This is an optimization exercise on Yosys and OpenROAD, whose aim is small area, a short achievable clock period and few clock cycles per item, not a production implementation.
The RTL was checked by simulation tests, not by an equivalence proof against the original design.

## flow/design.v (module list and top-level ports; edited modules follow where they fit)
// module rtpmix_slot: 4058 lines
// module rtpmix_fa: 10 lines
module rtpmix_slot (
    input  wire         clk,
    input  wire         rst,           
    input  wire         in_valid,
    output wire         in_ready,
    input  wire [7:0]   in_mask,       
    input  wire [127:0] in_samples,    
    output wire         out_valid,
    input  wire         out_ready,
    output wire         out_present,
    output wire [15:0]  out_data
);
  // ...
==> flow/run.sh <==
#!/bin/bash
# synth_recipe.tcl (not shown) runs the flow's synth.tcl, then flattens the netlist and writes it again
# the make line also repeats each setting of config.mk as NAME=value (left out here)
make -C /OpenROAD-flow-scripts/flow DESIGN_CONFIG=/design/flow/config.mk WORK_HOME=/design/flow/orfs CLKGATE_MAP_FILE= SYNTH_SCRIPT=/design/flow/synth_recipe.tcl finish
==> flow/config.mk <==
export PLATFORM = sky130hd
export DESIGN_NAME = rtpmix_slot
export DESIGN_NICKNAME = rtpmix_slot
export VERILOG_FILES = /design/flow/design.v
export SDC_FILE = /design/flow/constraint.sdc
export NUM_CORES = 4
export LEC_CHECK = 0
export CAP_MARGIN = 20
export CORE_MARGIN = 2
export CORE_UTILIZATION = 40
export SLEW_MARGIN = 20
export SYNTH_HIERARCHICAL = 1
export SYNTH_MINIMUM_KEEP_SIZE = 0
==> flow/constraint.sdc <==
create_clock -name core_clock -period 400.0 [get_ports {clk}]
set_input_delay 80.0000 -clock core_clock [delete_from_list [all_inputs] [get_ports {clk}]]
set_output_delay 80.0000 -clock core_clock [all_outputs]
set_load 0.01 [all_outputs]
==> impl_results.md, run 1 <==
- Outcome: timing/DRC/antenna clean
- CP Buf/Inv Count: 2
- First drt pass iteration count: 10
- RR Endpoint: ma[15]$_DFF_P_
- Ys flop type: dfxtp_1
- M1 WL: 78900 µm
- Yosys cell types: 69
- First-pass GRT wire length: 294000 µm
- Post-CTS setup buffer count: 0
- Cts-stage hold buffer count: 0
- Clock sink count: 279
- Layout Area Growth over Synthesis: 5.99%
- Final Hold Fails: 0
- Post-synth EDFFs: 17
- CTS buffer count: 35
- CTS root buf: clkbuf_16
- Avg Inst Size Synth: 9.50 µm²
- R2R Setup Slk: 331450 ps
- Compound-Gate Fraction of Synth Area: 17.7%
- Layout cells sized above 1: 8.64%
- N_diodes: 0
- Final clock-cell share: 1.77%
- Synth cell count leaders: fa_1 (994), xnor2_1 (676), xor2_1 (580)
- Clock buffer cells: 44
- Cell family with most CP delay: compound AO/OA/AOI/OAI gates
- Most common cell in the netlist: fa_1
- Synth Warn #: 7
- Hold path startpoint: rs[85]$_DFF_P_
Testbench counts, summed over its fixed seeds: cycles 32,024, items 32,000.
==> inputs of run 2 (changes only) <==
--- a/flow/config.mk
+++ b/flow/config.mk
@@ -7,7 +7,8 @@
 export LEC_CHECK = 0
 export CAP_MARGIN = 20
 export CORE_MARGIN = 2
-export CORE_UTILIZATION = 40
+export CORE_UTILIZATION = 65
+export PLACE_DENSITY = 0.75
 export SLEW_MARGIN = 20
 export SYNTH_HIERARCHICAL = 1
 export SYNTH_MINIMUM_KEEP_SIZE = 0
==> impl_results.md, run 2 <==
- Drt wl/cell: 22.5 µm
- Layout Area Growth over Synthesis: 4.23%
- Die Height: 318 µm
- Avg Inst Size Synth: 9.50 µm² (unchanged)
- FFs w/ async S/R, synth: 0%
- Iter 0 DRT Violations: 6100
- Critical path data arrival time: 81890 ps
- Setup TNS: 0 ps
- Max Slew Vio Count: 0
- DIE AREA: 101000 µm²
- Minimum hold slack: 400 ps
- Initial cell density of the core: 65.3%
- DRC errors left: 0
- Worst-margin pin slew: 1110 ps
- CTS buffer count: 35 (unchanged)
- Slew headroom: 25.9%
- Setup violations, final: 0
- Synth Area in XOR/XNOR: 17.2%
- Yosys cell types: 69 (unchanged)
- Gr ovfl total: 0
- Adder-Cell Fraction of Synth Area: 39.0%
- Fin crit share: 20.4%
- Synth Warn #: 7 (unchanged)
- Worst min path class: reg -> reg
- GRT Util Overall: 34.3%
- CTS tree: yes
- Post-synthesis sequential area ratio: 9.00%
- Layout cells sized above 1: 8.43% (-0.21 points)
- Synth Area in Simple Gates: 7.31%
- Largest net degree at the start of global routing: 83
- Most frequent cells in the layout: fa_1 (994), xnor2_1 (676), xor2_1 (572)
- FP Rows: 115
- Mapped Area: 64000 µm²
- Post-synth EDFFs: 17 (unchanged)
- Routed Antenna Nets: 0
- Cts-stage hold buffer count: 0 (unchanged)
- Buffers on Ports: 158
- Largest family of logic cells by synthesized area: adder cells
- Biggest regs: rs (128), ms (48)
- Post-Synthesis Cells: 6733
- Post-synth top area cell: fa_1
- Commonest non-fill, non-tap cell in the layout: fa_1
- CP required: 400170 ps
- Area of placed instances: 65500 µm²
- Yosys reg bits: 279
- Final min period: 81720 ps
- H-Tree Depth: 2
- Ys flop type: dfxtp_1
- CP Launch Type: input pin
- Reg with most FFs: rs
- Insertion delay to the later sink of the worst-skew pair: 620 ps
- Die W: 318 µm
- CTS resizes: 0
- Compound-Gate Fraction of Synth Area: 17.7% (unchanged)
- Kind of critical path: in -> reg
- Crit end category: flip-flop
- Max-cap violations: 0
- Post-CTS setup buffer count: 0 (unchanged)
- Total nets after synthesis: 8206
- Outcome: timing/DRC/antenna clean
- First-pass GRT wire length: 281000 µm (-4.3%)
- Antenna violations before repair: 0
- Number of flip-flops in the largest register: 128
- Synth top area cells: fa_1 (31%), xnor2_1 (9.3%), dfxtp_1 (8.2%), xor2_1 (7.9%), ha_1 (6.6%)
- Synth cell count leaders: fa_1 (994), xnor2_1 (676), xor2_1 (580)
- CTS root buf: clkbuf_16
- Core footprint: 98000 µm²
- Fin Clk Skew: 40.8 ps
- Final Hold Fails: 0 (unchanged)
- Unrepaired setup endpoints after global routing: false
- Fmax: 0.0122 GHz
- Vias in the first global route: 50928
- Final estimated routing congestion in global placement: 0.934
- Via density: 6.60
- Number of placed I/O pins: 159
- Util after Layout: 68.1%
- Clock buffer depth: 3
- Clock-pin slew on the worst setup and hold paths: 60 ps
- Routed via count: 50889
- First drt pass iteration count: 8 (-2)
- Final wirelength: 174000 µm
- Final Cell Area: 66700 µm²
- Synth top area share: 31.1%
- HPWL Detailed: 124000 µm
- # nets final: 7867
- Multiplexer area fraction after synthesis: 3.63%
- Max FO, Critical Path: 17
- Most common cell in the netlist: fa_1
- Clock sink count: 279 (unchanged)
-- run 2: cell types whose count changed in the layout (fill, tap and decap cells not counted), sizes merged --
cell    delta
buf       -16
bufinv     -2
clkbuf     +1
clkinv     +3
diode      +1
inv        -2
-- run 2: per-module statistics from Yosys, one instance, submodules excluded --
module       flops+latches  area [µm²]  cells  times used
rtpmix_slot            279       44100   5739           1
rtpmix_fa                0        20.0      1         994
-- run 2: cell type report --
cell class	count	area (µm²)
diodes	1	2.50
clock buffers	45	996
clock inverters	16	163
fillers	7650	31300
inverters	217	815
multi-input cells	5519	54400
flip-flops and latches	279	5760
well taps	1287	1610
repair buffers	342	2960
-- run 2: final timing paths --
kind / endpoint / slack [ps] / startpoint / cells past startpoint
max: e3[12]$_DFFE_PP_ / 318280 / out_ready / 4
min: ms[11]$_DFF_P_ / 400 / rs[91]$_DFF_P_ / 1
max reg2reg: ma[15]$_DFF_P_ / 329860 / rm[0]$_DFF_P_ / 226
min reg2reg: ms[11]$_DFF_P_ / 400 / rs[91]$_DFF_P_ / 1
-- run 2: kinds of logic (layout without fill, tap and decap cells) --
group,after synthesis,after routing
xor gates and xnor gates,1256,1256
other,0,1
buffers and inverters,935,620
adders and majority gates,1412,1412
DFF,279,279
and+or+nand+nor,934,934
muxes,208,208
AOI/OAI and AO/OA,1709,1709
-- run 2: routing by layer --
metal | vias up | routed length (µm) | global-route usage (%)
met2 | 2713 | 80500 | 54.6
li1 | 22559 | - | -
met1 | 25129 | 69400 | 47.3
met3 | 488 | 16500 | 5.09
met5 | - | 0 | 0
met4 | 0 | 7160 | 13.6
-- run 2: critical path: stages --
cell,delay [ps]
clkdlybuf4s50_1,510
nand2_1,330
inv_1,480
nand2_1,560
-- run 2: per-stage QoR --
| step | setup slack (ps) | cells |
|---|---|---|
| floorplan | 318790 | 6733 |
| global placement | 317500 | 7644 |
| detailed placement | 317410 | 7644 |
| CTS | 318020 | 7705 |
| global route | 318080 | 7705 |
| finish | 318280 | 7706 |
==> inputs of run 3 (changes only) <==
--- a/flow/config.mk
+++ b/flow/config.mk
@@ -5,6 +5,7 @@
 export SDC_FILE = /design/flow/constraint.sdc
 export NUM_CORES = 4
 export LEC_CHECK = 0
+export ABC_AREA = 1
 export CAP_MARGIN = 20
 export CORE_MARGIN = 2
 export CORE_UTILIZATION = 65
==> impl_results.md, run 3 <==
- Outcome: timing/DRC/antenna clean
- Cell family with most CP delay: buffers and inverters
- Crit path depth: 5 (+1)
- Fin crit share: 20.5% (+0.052 points)
- Max FO, Critical Path: 102 (+85)
- Cts-stage hold buffer count: 0 (unchanged)
- Antenna violations before repair: 3 (+3)
- # nets final: 7131 (-9.4%)
- Initial cell density of the core: 65.3% (about the same)
- HPWL Detailed: 111000 µm (-10%)
- Iter 0 DRT Violations: 4380 (-28%)
- FF-to-FF Start: rm[0]$_DFF_P_
- GR Util met3: 6.48% (+1.4 points)
- Final wirelength: 149000 µm (-14%)
- Post-Synthesis Cells: 5716 (-15%)
- Critical path data arrival time: 82260 ps (+370 ps)
- Util after Layout: 69.0% (+0.94 points)
- Ys flop type: dfxtp_1
- Kind of critical path: in -> reg
- Insertion delay to the later sink of the worst-skew pair: 660 ps (+40 ps)
- R2R Setup Slk: 333890 ps (+4030 ps)
- Avg Inst Size Synth: 9.50 µm² (about the same)
- Final Hold Fails: 0 (unchanged)
- Synth Warn #: 7 (unchanged)
- Worst stage delay on the critical path: 800 ps (+240 ps)
- Drt wl/cell: 22.0 µm (-2.2%)
- Layout Area Growth over Synthesis: 5.60%
- Routed Antenna Nets: 0 (unchanged)
- Post-synth top area cell: fa_1
- Number of flip-flops in the largest register: 128 (unchanged)
- First-pass GRT wire length: 240000 µm (-15%)
- Synth Area in Simple Gates: 5.34% (-2.0 points)
- Unrepaired setup endpoints after global routing: false
- CP Launch Point: out_ready
- Post-CTS setup buffer count: 0 (unchanged)
- CTS root buf: clkbuf_16
- Post-synth EDFFs: 17 (unchanged)
- Commonest non-fill, non-tap cell in the layout: xor2_1
- Clock-pin slew on the worst setup and hold paths: 60 ps (about the same)
- GRT busiest layer: met2
- Largest family of logic cells by synthesized area: adder cells
- Reg with most FFs: rs
- CTS resizes: 0 (unchanged)
- Die W: 293 µm (-7.8%)
- Final min period: 81930 ps (+208 ps)
- Synth cell count leaders: xor2_1 (1049), fa_1 (994), o22ai_1 (889)
- Mapped Area: 54300 µm² (-15%)
- Via density: 6.35 (-3.9%)
- M1 GR Usage: 47.4% (+0.096 points)
- Worst-margin pin slew: 1060 ps (-50.6 ps)
- Setup TNS: 0 ps (unchanged)
- Worst min path class: reg -> reg
- Fin Clk Skew: 31.6 ps (-9.24 ps)
- Die Height: 293 µm (-7.8%)
- CTS buffer count: 31 (-11%)
- Synth top area share: 36.6% (+5.5 points)
- CP required: 400330 ps (+160 ps)
- Setup violations, final: 0 (unchanged)
- CP Launch Type: input pin
- Vias in the first global route: 44571 (-12%)
- Reg2Reg Depth: 215 (-4.9%)
- Adder-Cell Fraction of Synth Area: 44.4% (+5.5 points)
- FFs w/ async S/R, synth: 0% (unchanged)
- Most common cell in the netlist: xor2_1
- Most frequent cells in the layout: xor2_1 (1049), fa_1 (994), o22ai_1 (889)
- CTS tree: yes
- Number of placed I/O pins: 159 (unchanged)
- Compound-Gate Fraction of Synth Area: 13.2% (-4.5 points)
- Clock buffer depth: 3 (unchanged)
- Crit end category: flip-flop
- H-Tree Depth: 1 (-1)
- Slowest CP cell: buf_4
- Layout cells sized above 1: 4.44% (-4.0 points)
- Gr ovfl total: 0 (unchanged)
- Largest net degree at the start of global routing: 103 (+24%)
- GRT met2 Usage: 55.0% (+0.35 points)
- First drt pass iteration count: 9 (+1)
- Final estimated routing congestion in global placement: 0.952 (+1.9%)
- Max-cap violations: 0 (unchanged)
- FP Rows: 106 (-7.8%)
- Biggest regs: rs (128), ms (48)
- Max Slew Vio Count: 0 (unchanged)
- Core footprint: 83200 µm² (-15%)
- Yosys reg bits: 279 (unchanged)
- Total nets after synthesis: 7189 (-12%)
- DRC errors left: 0 (unchanged)
- Multiplexer area fraction after synthesis: 0.313% (-3.3 points)
- Slew headroom: 28.7% (+2.8 points)
- CP Capture Point: e3[10]$_DFFE_PP_
- Fmax: 0.0122 GHz (-0.25%)
- RR Endpoint: ma[15]$_DFF_P_
- Clock sink count: 279 (unchanged)
- Yosys cell types: 38 (-45%)
- Synth top area cells: fa_1 (37%), xor2_1 (17%), o22ai_1 (10%), dfxtp_1 (9.7%), ha_1 (7.8%)
- Synth Area in XOR/XNOR: 17.8% (+0.60 points)
- Critical-path cell list: clkdlybuf4s50_1 > nand2_1 > clkinv_2 > buf_4 > o21ai_0
- CP Buf/Inv Count: 3 (+1)
- DIE AREA: 85900 µm² (-15%)
- GRT Util Overall: 34.9% (+0.61 points)
- Buffers on Ports: 158 (unchanged)
- Post-synthesis sequential area ratio: 10.6% (+1.6 points)
- Routed via count: 42914 (-16%)
==> run 3: cell count changes in the layout (fill, tap and decap cells not counted), moves of 99 or more <==
cell / change
mux2_2: -192
a221oi_1: -185
inv_1: +481
o22ai_1: +597
xor2_1: +477
a22oi_1: -336
and2_1: -110
xnor2_1: -627
nor2b_1: -99
nand2_1: +239
a21oi_1: -361
==> run 3: logic make-up after synthesis <==
kind of cell | after synthesis
AOI/OAI and AO/OA | 1156
xor gates and xnor gates | 1101
adders and majority gates | 1333
buffers and inverters | 1086
DFF | 279
muxes | 17
and+or+nand+nor | 744
==> run 3: how the worst min path moves through the flow <==
stage                         start        endpoint  slack, ps  depth (start not counted)
floorplan            rs[94]$_DFF_P_  ms[14]$_DFF_P_        390                          2
global placement    rs[123]$_DFF_P_  ms[43]$_DFF_P_        400                          2
detailed placement  rs[121]$_DFF_P_  ms[41]$_DFF_P_        400                          2
CTS                   v1$_SDFF_PP0_   v2$_SDFF_PP0_        410                          2
global route          v1$_SDFF_PP0_   v2$_SDFF_PP0_        420                          2
finish                v1$_SDFF_PP0_   v2$_SDFF_PP0_        410                          2
==> run 3: layout make-up <==
cell class,instances,area (µm²)
Inverter,741,2780
Fill cell,6398,25800
Clock inverter,12,129
Multi-Input combinational cell,4351,44100
Tap cell,1080,1350
Sequential cell,279,5760
Clock buffer,44,990
Timing Repair Buffer,254,2300
Antenna cell,2,5.00
==> run 3: worst min-delay path: stages (launching register included) <==
cell     delay [ps]
dfxtp_1         300
inv_1            40
nor2_1           30
==> run 3: modules after synthesis, one instance, submodules excluded <==
module       cells inside  flip-flops and latches  copies in the design  area [µm²]
rtpmix_slot          4722                     279                     1       34400
rtpmix_fa               1                       0                   994        20.0
==> run 3: routing by layer <==
metal	share of wire (%)	vias to the layer above	routed length (µm)
li1	-	18616	-
met1	38	21100	57300
met2	46	2666	68800
met3	10	530	15400
met4	5.1	2	7600
met5	0.0074	-	11
==> run 3: stage by stage <==
stage / hold WS (ps) / area [µm²] / instances / setup WS [ps]
floorplan: 386 / 54300 / 5716 / 318300
global placement: 396 / 56200 / 6705 / 317600
detailed placement: 399 / 56200 / 6705 / 317520
CTS: 411 / 57400 / 6761 / 318130
global route: 421 / 57400 / 6761 / 317840
finish: 407 / 57400 / 6763 / 318070
==> inputs of run 4 (changes only) <==
==> flow/flow/run.sh (new file) <==
#!/bin/bash
# The standard layout, with plain buffers (instead of the automatically
# chosen delay buffer) on the input and output ports.
set -euo pipefail
bash standard.sh "BUFFER_PORTS_ARGS=-buffer_cell sky130_fd_sc_hd__buf_2" finish > standard_flow.log 2>&1
==> flow/standard.sh (new file) <==
#!/bin/bash
# synth_recipe.tcl (not shown) runs the flow's synth.tcl, then flattens the netlist and writes it again
# the make line also repeats each setting of config.mk as NAME=value (left out here)
make -C /OpenROAD-flow-scripts/flow DESIGN_CONFIG=/design/flow/config.mk WORK_HOME=/design/flow/orfs CLKGATE_MAP_FILE= SYNTH_SCRIPT=/design/flow/synth_recipe.tcl "${@:-finish}"
removed: flow/run.sh
==> impl_results.md, run 4 <==
- Outcome: timing/DRC/antenna clean
- Worst stage delay on the critical path: 670 ps (-130 ps)
- Critical-path cell list: buf_2 > nand2_1 > clkinv_2 > buf_4 > o21ai_1 > buf_4
- Fin crit share: 20.5% (about the same)
- Yosys reg bits: 279 (unchanged)
- Cts-stage hold buffer count: 0 (unchanged)
- Setup TNS: 0 ps (unchanged)
- CP required: 400330 ps (about the same)
- CTS buffer count: 31 (unchanged)
- Clock buffer depth: 3 (unchanged)
- First drt pass iteration count: 6 (-3)
- CTS tree: yes
- Clock-pin slew on the worst setup and hold paths: 60 ps (about the same)
- Final estimated routing congestion in global placement: 0.949 (-0.25%)
- Fin Clk Skew: 19.0 ps (-12.6 ps)
- Most frequent cells in the layout: xor2_1 (1049), fa_1 (994), o22ai_1 (889)
- Core footprint: 83200 µm² (unchanged)
- H-Tree Depth: 1 (unchanged)
- Max Slew Vio Count: 0 (unchanged)
- Final wirelength: 149000 µm (+0.22%)
- CP Buf/Inv Count: 4 (+1)
- CTS root buf: clkbuf_16
- Unrepaired setup endpoints after global routing: false
- Final Hold Fails: 0 (unchanged)
- Insertion delay to the later sink of the worst-skew pair: 640 ps (-20 ps)
- GRT met2 Usage: 56.1% (+1.1 points)
- Post-synth top area cell: fa_1
- Via density: 6.36 (+0.22%)
- Max FO, Critical Path: 67 (-34%)
- Routed Antenna Nets: 0 (unchanged)
- N_diodes: 0 (-2)
- CP Launch Type: input pin
- Place WS: 317400 ps (-122 ps)
- Slew headroom: 27.5% (-1.2 points)
- First-pass GRT wire length: 240000 µm (+0.28%)
- Vias in the first global route: 44770 (+0.45%)
- Synth top area share: 36.6% (unchanged)
- Worst-margin pin slew: 1090 ps (+25.9 ps)
- Ys flop type: dfxtp_1
- Die W: 293 µm (unchanged)
- Routed via count: 43023 (+0.25%)
- # nets final: 7133 (+0.028%)
- CTS resizes: 0 (unchanged)
- Die Height: 293 µm (unchanged)
- HPWL Detailed: 112000 µm (about the same)
- Setup violations, final: 0 (unchanged)
- FP Rows: 106 (unchanged)
- Layout Area Growth over Synthesis: 4.08%
- Post-Synthesis Cells: 5716 (unchanged)
- Avg Inst Size Synth: 9.50 µm² (unchanged)
- Cell mode on critical path: buf_4
- Slowest CP cell: clkinv_2
- Worst min path class: reg -> reg
- Fin worst setup slack: 318020 ps (-46.0 ps)
- GRT Util Overall: 35.2% (+0.23 points)
- Commonest non-fill, non-tap cell in the layout: xor2_1
- Buffers on Ports: 158 (unchanged)
- Gr ovfl total: 0 (unchanged)
- Synth top area cells: fa_1 (37%), xor2_1 (17%), o22ai_1 (10%), dfxtp_1 (9.7%), ha_1 (7.8%)
- Post-synth EDFFs: 17 (unchanged)
- Post-CTS setup buffer count: 0 (unchanged)
- Synth Warn #: 7 (unchanged)
- Most common cell in the netlist: xor2_1
- Antenna violations before repair: 2 (-1)
- Yosys cell types: 38 (unchanged)
- Cell family with most CP delay: buffers and inverters
- Iter 0 DRT Violations: 4600 (+5.0%)
- M1 GR Usage: 46.8% (-0.67 points)
- DIE AREA: 85900 µm² (unchanged)
- Total nets after synthesis: 7189 (unchanged)
- Synth cell count leaders: xor2_1 (1049), fa_1 (994), o22ai_1 (889)
- Layout cells sized above 1: 7.25% (+2.8 points)
- Post-synthesis sequential area ratio: 10.6% (unchanged)
- Reg with most FFs: rs
- Crit end category: flip-flop
- GRT busiest layer: met2
- Fmax: 0.0122 GHz (about the same)
- FFs w/ async S/R, synth: 0% (unchanged)
- Clock sink count: 279 (unchanged)
- Biggest regs: rs (128), ms (48)
- DRC errors left: 0 (unchanged)
- Mapped Area: 54300 µm² (unchanged)
- Max-cap violations: 0 (unchanged)
- Number of flip-flops in the largest register: 128 (unchanged)
- Initial cell density of the core: 65.3% (unchanged)
- GR Util met3: 7.69% (+1.2 points)
- Largest net degree at the start of global routing: 68 (-34%)
- Kind of critical path: in -> reg
- Final min period: 81980 ps (+46.0 ps)
- Critical path data arrival time: 82310 ps (+50 ps)
- Number of placed I/O pins: 159 (unchanged)
- Drt wl/cell: 22.1 µm (+0.19%)
## run 4: cell counts after synthesis
Identical to the previous run, type by type.
## run 4: final timing paths
| check | startpoint | to | slack (ps) | depth (start not counted) |
|---|---|---|---|---|
| worst max-delay path | out_ready | e3[10]$_DFFE_PP_ | 318020 | 6 |
| worst min-delay path | rs[125]$_DFF_P_ | ms[45]$_DFF_P_ | 400 | 2 |
| worst max register to register | rm[0]$_DFF_P_ | ma[15]$_DFF_P_ | 334070 | 215 |
| worst min register to register | rs[125]$_DFF_P_ | ms[45]$_DFF_P_ | 400 | 2 |
## run 4: modules after synthesis (local to each module, per instance)
module | area, µm² | copies in the design | cells inside
rtpmix_fa | 20.0 | 994 | 1
rtpmix_slot | 34400 | 1 | 4722
## run 4: kinds of logic after synthesis
group                      Yosys count  synth area share [%]
adders and majority gates         1333                  44.4
AOI/OAI and AO/OA                 1156                  13.2
xor gates and xnor gates          1101                  17.8
buffers and inverters             1086                  8.34
and+or+nand+nor                    744                  5.34
DFF                                279                  10.6
muxes                               17                 0.313
## run 4: per-stage QoR
stage          util, %  hold WS, ps  cells  cell area (µm²)
5_1_grt           68.0          417   6765            56500
6_report          68.0          402   6765            56500
3_5_place_dp      66.7          398   6706            55500
2_1_floorplan        -          386   5716            54300
4_1_cts           68.0          395   6764            56500
3_3_place_gp      66.7          392   6705            55500
## run 4: area by class of cell
| type | instances | area (µm²) |
|---|---|---|
| Clock buffer | 37 | 828 |
| Multi-Input combinational cell | 4351 | 44100 |
| Tap cell | 1080 | 1350 |
| Clock inverter | 21 | 225 |
| Sequential cell | 279 | 5760 |
| Timing Repair Buffer | 256 | 1540 |
| Fill cell | 6512 | 26600 |
| Inverter | 741 | 2780 |
## run 4: metal layers
| layer | vias to the layer above | share of wire (%) |
|---|---|---|
| met2 | 2702 | 46 |
| li1 | 18611 | - |
| met1 | 21182 | 38 |
| met3 | 524 | 11 |
| met5 | - | 0.013 |
| met4 | 4 | 5.0 |
## run 4: worst min-delay path, cell delays in order (launching register included)
cell and delay [ps]:
dfxtp_1 300, nand2_1 40, inv_1 40

-- static timing again, ports no longer ideal --
No port has a modelled driver above. Below, the same layouts with a new extraction and two added sets of constraints.
Step 1 assumes that a clkbuf_16 drives the clock port and a buf_2 every other input.
Step 2 times the ports against the registers' clock, not the clock port: input delays grow and output delays shrink by t, the midpoint of the rising clock arrivals with the driver on.
Three values: ideal, step 1, step 2; two values: the first two.
run	t (ns)	setup slack, ns	worst setup path at the end	pins driven straight from the clock port
run 1	0.658	318.145 / 318.177 / 317.519	input to register	1
run 2	0.672	318.277 / 318.322 / 317.649	input to register	1
run 3	0.714	318.069 / 318.116 / 317.403	input to register	1
run 4	0.706	318.023 / 318.072 / 317.367	input to register	1
After both steps setup and hold are still met in every run listed. The setup slack of run 3, which loses most, moves by +0.047 ns with the drivers and by -0.666 ns with both steps.
